From an optimization exercise on the open Yosys and OpenROAD flow, aimed at small area, a short achievable clock period and few clock cycles; shortcuts taken in it are not production practice. Where RTL was checked, it was by simulation tests only, not by an equivalence proof against the original. Power is estimated from default activity; no workload was simulated.

==> flow/design.v (excerpt) <==
module adc_acq (
    input  wire        clk,
    input  wire        rst,        
    input  wire        start,
    input  wire        dev24,      
    input  wire [7:0]  n,          
    input  wire [2:0]  gain,       
    input  wire [30:0] vref_uv,    
    output reg         ready,
    input  wire        s_valid,
    input  wire [23:0] s_data,     
    input  wire        s_timeout,  
    output reg         s_ready,
    output reg         done,
    output wire [31:0] res_raw,    
    output wire [31:0] res_uv,     
    output reg         res_to      
);
==> flow/config.mk <==
export PLATFORM = sky130hd
export DESIGN_NAME = adc_acq
export DESIGN_NICKNAME = adc_acq
export VERILOG_FILES = /design/flow/design.v
export SDC_FILE = /design/flow/constraint.sdc
export NUM_CORES = 4
export LEC_CHECK = 0
export CAP_MARGIN = 20
export CORE_MARGIN = 2
export CORE_UTILIZATION = 40
export CTS_BUF_LIST = sky130_fd_sc_hd__clkbuf_4 sky130_fd_sc_hd__clkbuf_8
export SLEW_MARGIN = 20
export TNS_END_PERCENT = 0
==> flow/constraint.sdc <==
create_clock -name core_clock -period 11.0 [get_ports {clk}]
set_input_delay 2.2000 -clock core_clock [delete_from_list [all_inputs] [get_ports {clk}]]
set_output_delay 2.2000 -clock core_clock [all_outputs]
set_load 0.01 [all_outputs]
standard.sh (not shown) runs the stock make flow with config.mk's settings and CLKGATE_MAP_FILE= SYNTH_SCRIPT=/design/flow/synth_recipe.tcl, a recipe that flattens the netlist after the stock synthesis.
==> flow/flow/run.sh <==
#!/bin/bash
# Standard layout, with the timing repair aiming for 7.2 ns of setup slack
# (a 3.8 ns path at the 11 ns clock) and the port buffers made from buf_2.
set -euo pipefail
export SETUP_SLACK_MARGIN=7.2
export BUFFER_PORTS_ARGS="-buffer_cell sky130_fd_sc_hd__buf_2"
bash standard.sh > standard.log 2>&1
Rerun with:
==> flow/flow/run.sh (replaced) <==
#!/bin/bash
# Standard layout, with the timing repair aiming for 7.5 ns of setup slack
# (a 3.5 ns path at the 11 ns clock) and the port buffers made from buf_1.
set -euo pipefail
export SETUP_SLACK_MARGIN=7.5
export BUFFER_PORTS_ARGS="-buffer_cell sky130_fd_sc_hd__buf_1"
bash standard.sh > standard.log 2>&1
Setup slack got worse by 0.074 ns.
Flip-flop and latch count is unchanged.
Clock skew is about the same.
Core utilization is lower by 0.42 points.
Cell area came out lower by 0.92%.
No functional check of the RTL was part of any run of this note.

========
job 101:
Another version of the RTL of adc_acq (not shown whole).
For scale: ~1900 cells after synthesis, about 190 flip-flops, ~0.017 mm^2 of cells after synthesis.
==> flow/config.mk <==
export PLATFORM = sky130hd
export DESIGN_NAME = adc_acq
export DESIGN_NICKNAME = adc_acq
export VERILOG_FILES = /design/flow/design.v
export SDC_FILE = /design/flow/constraint.sdc
export NUM_CORES = 4
export LEC_CHECK = 0
export CAP_MARGIN = 20
export CORE_MARGIN = 2
export CORE_UTILIZATION = 40
export CTS_BUF_LIST = sky130_fd_sc_hd__clkbuf_4 sky130_fd_sc_hd__clkbuf_8
export SLEW_MARGIN = 20
==> flow/constraint.sdc <==
create_clock -name core_clock -period 11.0 [get_ports {clk}]
set_input_delay 2.2000 -clock core_clock [delete_from_list [all_inputs] [get_ports {clk}]]
set_output_delay 2.2000 -clock core_clock [all_outputs]
set_load 0.01 [all_outputs]
==> flow/flow/run.sh <==
#!/bin/bash
# Standard layout, with the timing repair aiming for 7.2 ns of setup slack
# (a 3.8 ns path at the 11 ns clock) and the port buffers made from buf_2.
set -euo pipefail
export SETUP_SLACK_MARGIN=7.2
export BUFFER_PORTS_ARGS="-buffer_cell sky130_fd_sc_hd__buf_2"
bash standard.sh > standard.log 2>&1
Input-level comparison between job 102 and job 101:
Settings: setting TNS_END_PERCENT to 0 for the first time.
==> flow/flow/run.sh <==
#!/bin/bash
# Standard layout, with the timing repair aiming for 7.5 ns of setup slack
# (a 3.5 ns path at the 11 ns clock) and the port buffers made from buf_1.
set -euo pipefail
export SETUP_SLACK_MARGIN=7.5
export BUFFER_PORTS_ARGS="-buffer_cell sky130_fd_sc_hd__buf_1"
bash standard.sh > standard.log 2>&1
### Flow results
Setup slack delta (job 102 − job 101): favourable. ~same worst hold margin in job 101 and job 102. For the final standard cell utilization of the core, job 102 came in 3.2 points lower than job 101 did. Clock latency at the later pin of the worst-skew pair of job 101 is on par with job 102. Status: sequential cell area fraction in the yosys report parity (job 102, job 101). When the final numbers for job 101 and job 102 were put side by side, the clock group share of total power turned out to be greater in job 101. Routed wire length delta for job 102 relative to job 101: about 6% lower. Compared with job 101, job 102 shows routed metal-1 wire length that has gone down by a few percent. As of job 102, via count of the first global-routing pass had fallen by a few percent compared to job 101. Going from job 101 to job 102, final area fell 6.8%; power went down by 0.000029 W.
The inputs of job 103 differ from those of job 102 as listed below.
==> flow/flow/run.sh <==
#!/bin/bash
# Standard layout, with the timing repair aiming for 7.2 ns of setup slack
# (a 3.8 ns path at the 11 ns clock) and the port buffers made from buf_2.
set -euo pipefail
export SETUP_SLACK_MARGIN=7.2
export BUFFER_PORTS_ARGS="-buffer_cell sky130_fd_sc_hd__buf_2"
bash standard.sh > standard.log 2>&1
==> comparison <==
Per the final summary, job 103 finished and its layout is clean on timing, DRC and antenna. For the worst setup margin, job 103 came in 9.7 ps lower than job 102 did. On maximum frequency, job 103 and job 102 are basically level. Compared to job 102, the routing of job 103 uses more wire. Between job 103 and job 102, the difference in clock transition at the registers of the reported paths is negligible. In job 103 relative to job 102, length of routed wiring on met1 had gone up slightly.
No functional check of the RTL was part of any run of this note.

========
The RTL this note starts from:
==> flow/design.v <==
module adc_acq (
    input  wire        clk,
    input  wire        rst,        
    input  wire        start,
    input  wire        dev24,      
    input  wire [7:0]  n,          
    input  wire [2:0]  gain,       
    input  wire [30:0] vref_uv,    
    output reg         ready,
    input  wire        s_valid,
    input  wire [23:0] s_data,     
    input  wire        s_timeout,  
    output reg         s_ready,
    output reg         done,
    output wire [31:0] res_raw,    
    output wire [31:0] res_uv,     
    output reg         res_to      
);
    localparam [22:0] M = 23'h7fffff;
    reg         flush;      
    reg         first;      
    reg         inv;        
    reg         div;        
    reg         hv;         
    reg         fin;        
    reg         f1, f2, f3;
    reg         abort;      
    reg         gz;         
    reg         op_dev24;
    reg  [7:0]  nd;         
    reg  [7:0]  cnt;        
    reg  [2:0]  gcnt;       
    reg  [36:0] V;          
    reg  [31:0] acc;        
    reg  [59:0] P;          
    reg         neg;        
    reg  [1:0]  dg;         
    assign res_raw = acc;
    assign res_uv  = P[31:0];
    wire take = s_valid & s_ready;
    wire [36:0] v16 = (gain == 3'd0) ? 37'd375 * M : 37'd125 * M;
    wire [31:0] add_a = (fin ? {8'd0, acc[23:0]} : acc) ^ {32{inv}};
    wire [23:0] smp   = P[59:36] & {24{s_ready | flush}};
    wire [31:0] add_b = {{8{smp[23]}}, smp};
    wire [31:0] add_o;
    wire        add_co;
    bk_add #(32) u_acc (.a(add_a), .b(add_b), .ci(inv), .s(add_o), .co(add_co));
    wire [8:0]  d_t1 = {acc[31:24], acc[23]};
    wire [9:0]  d_s1 = {1'b0, d_t1} - {2'b00, nd};
    wire        d_q1 = ~d_s1[9];
    wire [7:0]  d_r1 = d_q1 ? d_s1[7:0] : d_t1[7:0];
    wire [8:0]  d_t2 = {d_r1, acc[22]};
    wire [9:0]  d_s2 = {1'b0, d_t2} - {2'b00, nd};
    wire        d_q2 = ~d_s2[9];
    wire [7:0]  d_r2 = d_q2 ? d_s2[7:0] : d_t2[7:0];
    wire [31:0] divout = {d_r2, acc[21:0], d_q1, d_q2};
    wire        div_step = div & gz & ~(first & neg);
    wire [39:0] h_p  = {P[37:0], 2'b00};
    wire [39:0] h_x0 = dg[0] ? {3'd0, V} : 40'd0;
    wire [39:0] h_x1 = dg[1] ? {2'd0, V, 1'b0} : 40'd0;
    wire [39:0] h_s  = h_p ^ h_x0 ^ h_x1;
    wire [39:0] h_c  = (h_p & h_x0) | (h_p & h_x1) | (h_x0 & h_x1);
    wire [39:0] h_lo;
    wire        h_co;
    bk_add #(40) u_hor (.a(h_s), .b({h_c[38:0], 1'b0}), .ci(1'b0), .s(h_lo), .co(h_co));
    wire [19:0] h_up  = P[57:38];
    wire [19:0] h_upi = h_up + 20'd1;
    wire [59:0] hsum  = {(h_co | h_c[39]) ? h_upi : h_up, h_lo};
    wire [30:0] wh  = P[59:29];                
    wire [30:0] whv = V[30:0];                 
    wire [22:0] f_a = wh[22:0];
    wire [22:0] f_b = P[28:6];
    wire [22:0] f_k = 23'h3fffff;
    wire [22:0] f_s = f_a ^ f_b ^ f_k;
    wire [22:0] f_c = (f_a & f_b) | (f_a & f_k) | (f_b & f_k);
    wire [22:0] f_x;
    wire        f_co;
    bk_add #(23) u_f1 (.a(f_s), .b({f_c[21:0], 1'b0}), .ci(P[5]), .s(f_x), .co(f_co));
    wire [24:0] x  = {f_c[22] & f_co, f_c[22] ^ f_co, f_x};
    wire [8:0]  sh   = {1'b0, whv[30:23]} + {7'd0, P[24:23]};
    wire [9:0]  shn  = {2'b00, whv[30:23]} + {8'd0, P[24:23]} - {9'd0, neg};
    wire [9:0]  c_lo = {1'b0, P[8:0]} + {1'b0, sh} + 10'd1;
    wire        c    = c_lo[9] & (&P[22:9]);
    wire [10:0] q_lo  = {1'b0, whv[9:0]} + {1'b0, P[9:0]} + {10'd0, P[10]};
    wire [21:0] q_up  = {1'b0, whv[30:10]};
    wire [21:0] q_upi = q_up + 22'd1;
    wire [21:0] q_upd = q_up - 22'd1;
    wire [31:0] q     = {(q_lo[10] & ~P[9]) ? q_upi : (~q_lo[10] & P[9]) ? q_upd : q_up, q_lo[9:0]};
    wire [31:0] uv = q ^ {32{neg}};
    reg  [2:0] gsh;    
    always @(*) begin
        case ({dev24, gain})
            4'b0000: gsh = 3'd5;
            4'b0001: gsh = 3'd6;
            4'b0010: gsh = 3'd5;
            4'b0011: gsh = 3'd4;
            4'b0100: gsh = 3'd3;
            4'b0101: gsh = 3'd2;
            4'b0110: gsh = 3'd6;
            4'b0111: gsh = 3'd6;
            4'b1111: gsh = 3'd6;
            default: gsh = 3'd6 - gain;
        endcase
    end
    wire [2:0] gcnt_nx = ready ? gsh
                               : ((gcnt != 3'd0) ? gcnt - 3'd1 : 3'd0);
    wire       last_div = div_step & (cnt == 8'd1);
    always @(posedge clk) begin
        gcnt <= gcnt_nx;
        gz   <= (gcnt_nx <= 3'd1);    
        if (ready)
            V <= dev24 ? {6'd0, vref_uv} : v16;
        else if (gcnt != 3'd0)
            V <= {V[35:0], 1'b0};
        else if (f1)
            V <= {6'd0, wh};
        if (ready) begin
            op_dev24 <= dev24;
            nd       <= n;
        end
        dg <= {d_q1, d_q2};
        if (ready | abort)
            acc <= 32'd0;
        else if (div_step)
            acc <= divout;
        else
            acc <= add_o;
        if (hv)
            P <= hsum;
        else if (f1)
            P <= {35'd0, x};
        else if (f2)
            P <= {49'd0, c, shn};
        else if (f3)
            P <= {28'd0, uv};
        else if (take & ~s_timeout)    
            P <= {op_dev24 ? s_data : {s_data[15:0], 8'd0}, 36'd0};
        else
            P <= 60'd0;
        if (flush) neg <= add_o[31];
        inv <= (flush & add_o[31]) | (last_div & neg);
        if (ready)
            cnt <= n;
        else if (take & ~s_timeout)
            cnt <= cnt - 8'd1;
        else if (flush)
            cnt <= op_dev24 ? 8'd12 : 8'd8;
        else if (div_step)
            cnt <= cnt - 8'd1;
        if (ready)
            res_to <= 1'b0;
        else if (take & s_timeout)
            res_to <= 1'b1;
        if (rst) begin
            ready   <= 1'b1;
            s_ready <= 1'b0;
            done    <= 1'b0;
            flush   <= 1'b0;
            first   <= 1'b0;
            div     <= 1'b0;
            hv      <= 1'b0;
            fin     <= 1'b0;
            f1      <= 1'b0;
            f2      <= 1'b0;
            f3      <= 1'b0;
            abort   <= 1'b0;
        end else begin
            ready   <= ready ? ~start : (f3 | abort);
            s_ready <= (ready & start & (n != 8'd0)) |
                       (s_ready & ~(take & (s_timeout | (cnt == 8'd1))));
            flush   <= take & ~s_timeout & (cnt == 8'd1);
            first   <= flush | (first & ~neg & ~div_step);
            div     <= flush | (div & ~last_div);
            hv      <= div_step;
            fin     <= last_div;
            f1      <= fin;
            f2      <= f1;
            f3      <= f2;
            abort   <= (ready & start & (n == 8'd0)) | (take & s_timeout);
            done    <= f3 | abort;
        end
    end
endmodule
module bk_add #(parameter W = 32) (
    input  wire [W-1:0] a,
    input  wire [W-1:0] b,
    input  wire         ci,
    output wire [W-1:0] s,
    output wire         co
);
    localparam L = (W <= 2) ? 1 : (W <= 4) ? 2 : (W <= 8) ? 3 : (W <= 16) ? 4 : (W <= 32) ? 5 : 6;
    wire [W-1:0] p0 = a ^ b;
    wire [W-1:0] g0 = a & b;
    wire [W-1:0] gp [0:2*L];
    wire [W-1:0] pp [0:2*L];
    genvar i, l;
    generate
        for (i = 0; i < W; i = i + 1) begin : init
            if (i == 0) begin : b0
                assign gp[0][i] = g0[0] | (p0[0] & ci);
                assign pp[0][i] = 1'b0;
            end else begin : bi
                assign gp[0][i] = g0[i];
                assign pp[0][i] = p0[i];
            end
        end
        for (l = 0; l < L; l = l + 1) begin : up
            for (i = 0; i < W; i = i + 1) begin : b
                if (((i + 1) % (2 << l)) == 0) begin : n
                    assign gp[l+1][i] = gp[l][i] | (pp[l][i] & gp[l][i - (1 << l)]);
                    assign pp[l+1][i] = pp[l][i] & pp[l][i - (1 << l)];
                end else begin : w
                    assign gp[l+1][i] = gp[l][i];
                    assign pp[l+1][i] = pp[l][i];
                end
            end
        end
        for (l = L - 1; l >= 1; l = l - 1) begin : dn
            for (i = 0; i < W; i = i + 1) begin : b
                if (((i + 1) % (1 << l)) == (1 << (l - 1)) && (i + 1) > (1 << l)) begin : n
                    assign gp[2*L-l][i] = gp[2*L-l-1][i] | (pp[2*L-l-1][i] & gp[2*L-l-1][i - (1 << (l-1))]);
                    assign pp[2*L-l][i] = pp[2*L-l-1][i] & pp[2*L-l-1][i - (1 << (l-1))];
                end else begin : w
                    assign gp[2*L-l][i] = gp[2*L-l-1][i];
                    assign pp[2*L-l][i] = pp[2*L-l-1][i];
                end
            end
        end
    endgenerate
    wire [W-1:0] c = gp[2*L-1];    
    assign s  = p0 ^ {c[W-2:0], ci};
    assign co = c[W-1];
endmodule
Settings: LEC_CHECK=0, ABC_AREA=1, CAP_MARGIN=20, CORE_MARGIN=2, CORE_UTILIZATION=40, CTS_BUF_LIST=sky130_fd_sc_hd__clkbuf_8, SLEW_MARGIN=20, TNS_END_PERCENT=0; clock period 11.0 ns.
==> flow/flow/run.sh <==
#!/bin/bash
# Standard layout, with the timing repair aiming for 7.5 ns of setup slack
# (a 3.5 ns path at the 11 ns clock) and the port buffers made from buf_1.
set -euo pipefail
export SETUP_SLACK_MARGIN=7.5
export BUFFER_PORTS_ARGS="-buffer_cell sky130_fd_sc_hd__buf_1"
bash standard.sh > standard.log 2>&1
The starting point produced a clean layout.
Testbench counts at the start, summed over its fixed seeds: cycles 89,574.
Edit:
Settings changed: CTS_BUF_LIST sky130_fd_sc_hd__clkbuf_8 to sky130_fd_sc_hd__clkbuf_8 sky130_fd_sc_hd__clkbuf_16, CTS_CLUSTER_SIZE set to 30.
The new run finished clean.
Non-clock buffer count decreases by 3.
Clock-buffer cell count is unchanged.
Die area stays the same.
Utilization decreases by 0.18 points.
Combinational power went down by about 2%.
Edit:
Settings changed: CORE_UTILIZATION 40 to 50, CTS_CLUSTER_SIZE 30 to not set, PLACE_DENSITY set to 0.7.
Effect:
- sequential power came out higher by about 0.7%
- die area came out lower by 20%
- clock skew came out higher by 5.5 ps
Edit:
Settings changed: CORE_UTILIZATION 50 to 40, PLACE_DENSITY 0.7 to not set.
Effect: The new run completed without violations. Die area grows by 24%. Global-route usage shrinks by 4.5 points. Wire length grows by 4.1%. Setup slack improved by 77 ps.
Edit:
Settings changed: CTS_BUF_LIST sky130_fd_sc_hd__clkbuf_8 sky130_fd_sc_hd__clkbuf_16 to sky130_fd_sc_hd__clkbuf_8, GPL_ROUTABILITY_DRIVEN set to 0.
Effect: Hold slack barely changes. Worst setup slack is worse by 23 ps. Die area is unchanged. Fmax shrinks by 0.65%. Cell area shrinks by 1.0%. Area after synthesis is unchanged. Global-route usage shrinks by 0.50 points.
Edit:
==> flow/flow/run.sh (replaced) <==
#!/bin/bash
# Standard layout, with the timing repair aiming for 8.0 ns of setup slack
# (a 3.0 ns path at the 11 ns clock) and the port buffers made from buf_1.
set -euo pipefail
export SETUP_SLACK_MARGIN=8.0
export BUFFER_PORTS_ARGS="-buffer_cell sky130_fd_sc_hd__buf_1"
bash standard.sh > standard.log 2>&1
Settings changed: CTS_BUF_LIST sky130_fd_sc_hd__clkbuf_8 to sky130_fd_sc_hd__clkbuf_8 sky130_fd_sc_hd__clkbuf_16, GPL_ROUTABILITY_DRIVEN 0 to not set.
What happened: Wire length increases by 2.4%; count of clock-buffer cells in the layout grows by 2; register-to-register slack is better by 70 ps; synthesized area does not change; fmax came out higher by 1.9%; critical path depth climbs by 1; cell area goes up by 2.9%; clock skew went down by 11 ps; worst hold slack loses 14 ps; first-iteration DRC count falls by 4.9%; synthesized cell count is unchanged.

-- afterwards: timing with drivers on the ports --
The results above use ideal ports. As a check the final layouts listed here were re-extracted and re-timed, cells and wires unchanged. Step 1: set_driving_cell puts a clkbuf_16 on clk and a buf_2 on each other input, an assumption about the parent block. Step 2 moves the port delays by t, midway between the first and last clock arrival at a register: inputs arrive t later, outputs are due t later. That takes back most of the time a late clock gives input paths. Slacks: ideal / step 1 / step 2; pairs: ideal / step 1.
run	shift t [ns]	setup WS [ns]	worst hold slack (ns)	slew at the worst register clock pin (ns)
the first run of note 1	0.571	6.122 / 6.122 / 6.122	0.487 / 0.487 / 0.487	0.11 / 0.11
the second run of note 1	0.575	6.048 / 6.048 / 6.048	0.484 / 0.484 / 0.484	0.12 / 0.12
job 101	0.568	6.806 / 6.806 / 6.806	0.456 / 0.456 / 0.456	0.12 / 0.12
job 102	0.577	6.845 / 6.845 / 6.790	0.454 / 0.454 / 0.454	0.11 / 0.11
job 103	0.578	6.835 / 6.835 / 6.835	0.453 / 0.453 / 0.453	0.12 / 0.12
the first run of note 3	0.564	7.505 / 7.487 / 7.254	0.487 / 0.487 / 0.487	0.11 / 0.11
the second run of note 3	0.518	7.459 / 7.403 / 7.286	0.482 / 0.482 / 0.482	0.08 / 0.08
the third run of note 3	0.512	7.383 / 7.383 / 7.246	0.454 / 0.454 / 0.454	0.08 / 0.08
the fourth run of note 3	0.518	7.459 / 7.403 / 7.286	0.482 / 0.482 / 0.482	0.08 / 0.08
the fifth run of note 3	0.572	7.436 / 7.436 / 7.269	0.483 / 0.483 / 0.483	0.11 / 0.11
the sixth run of note 3	0.522	7.502 / 7.502 / 7.108	0.469 / 0.469 / 0.469	0.08 / 0.08
After both steps every run listed still meets setup and hold. The setup slack of the sixth run of note 3, which loses most, moves by 0.000 ns with the drivers and by -0.394 ns with both steps.
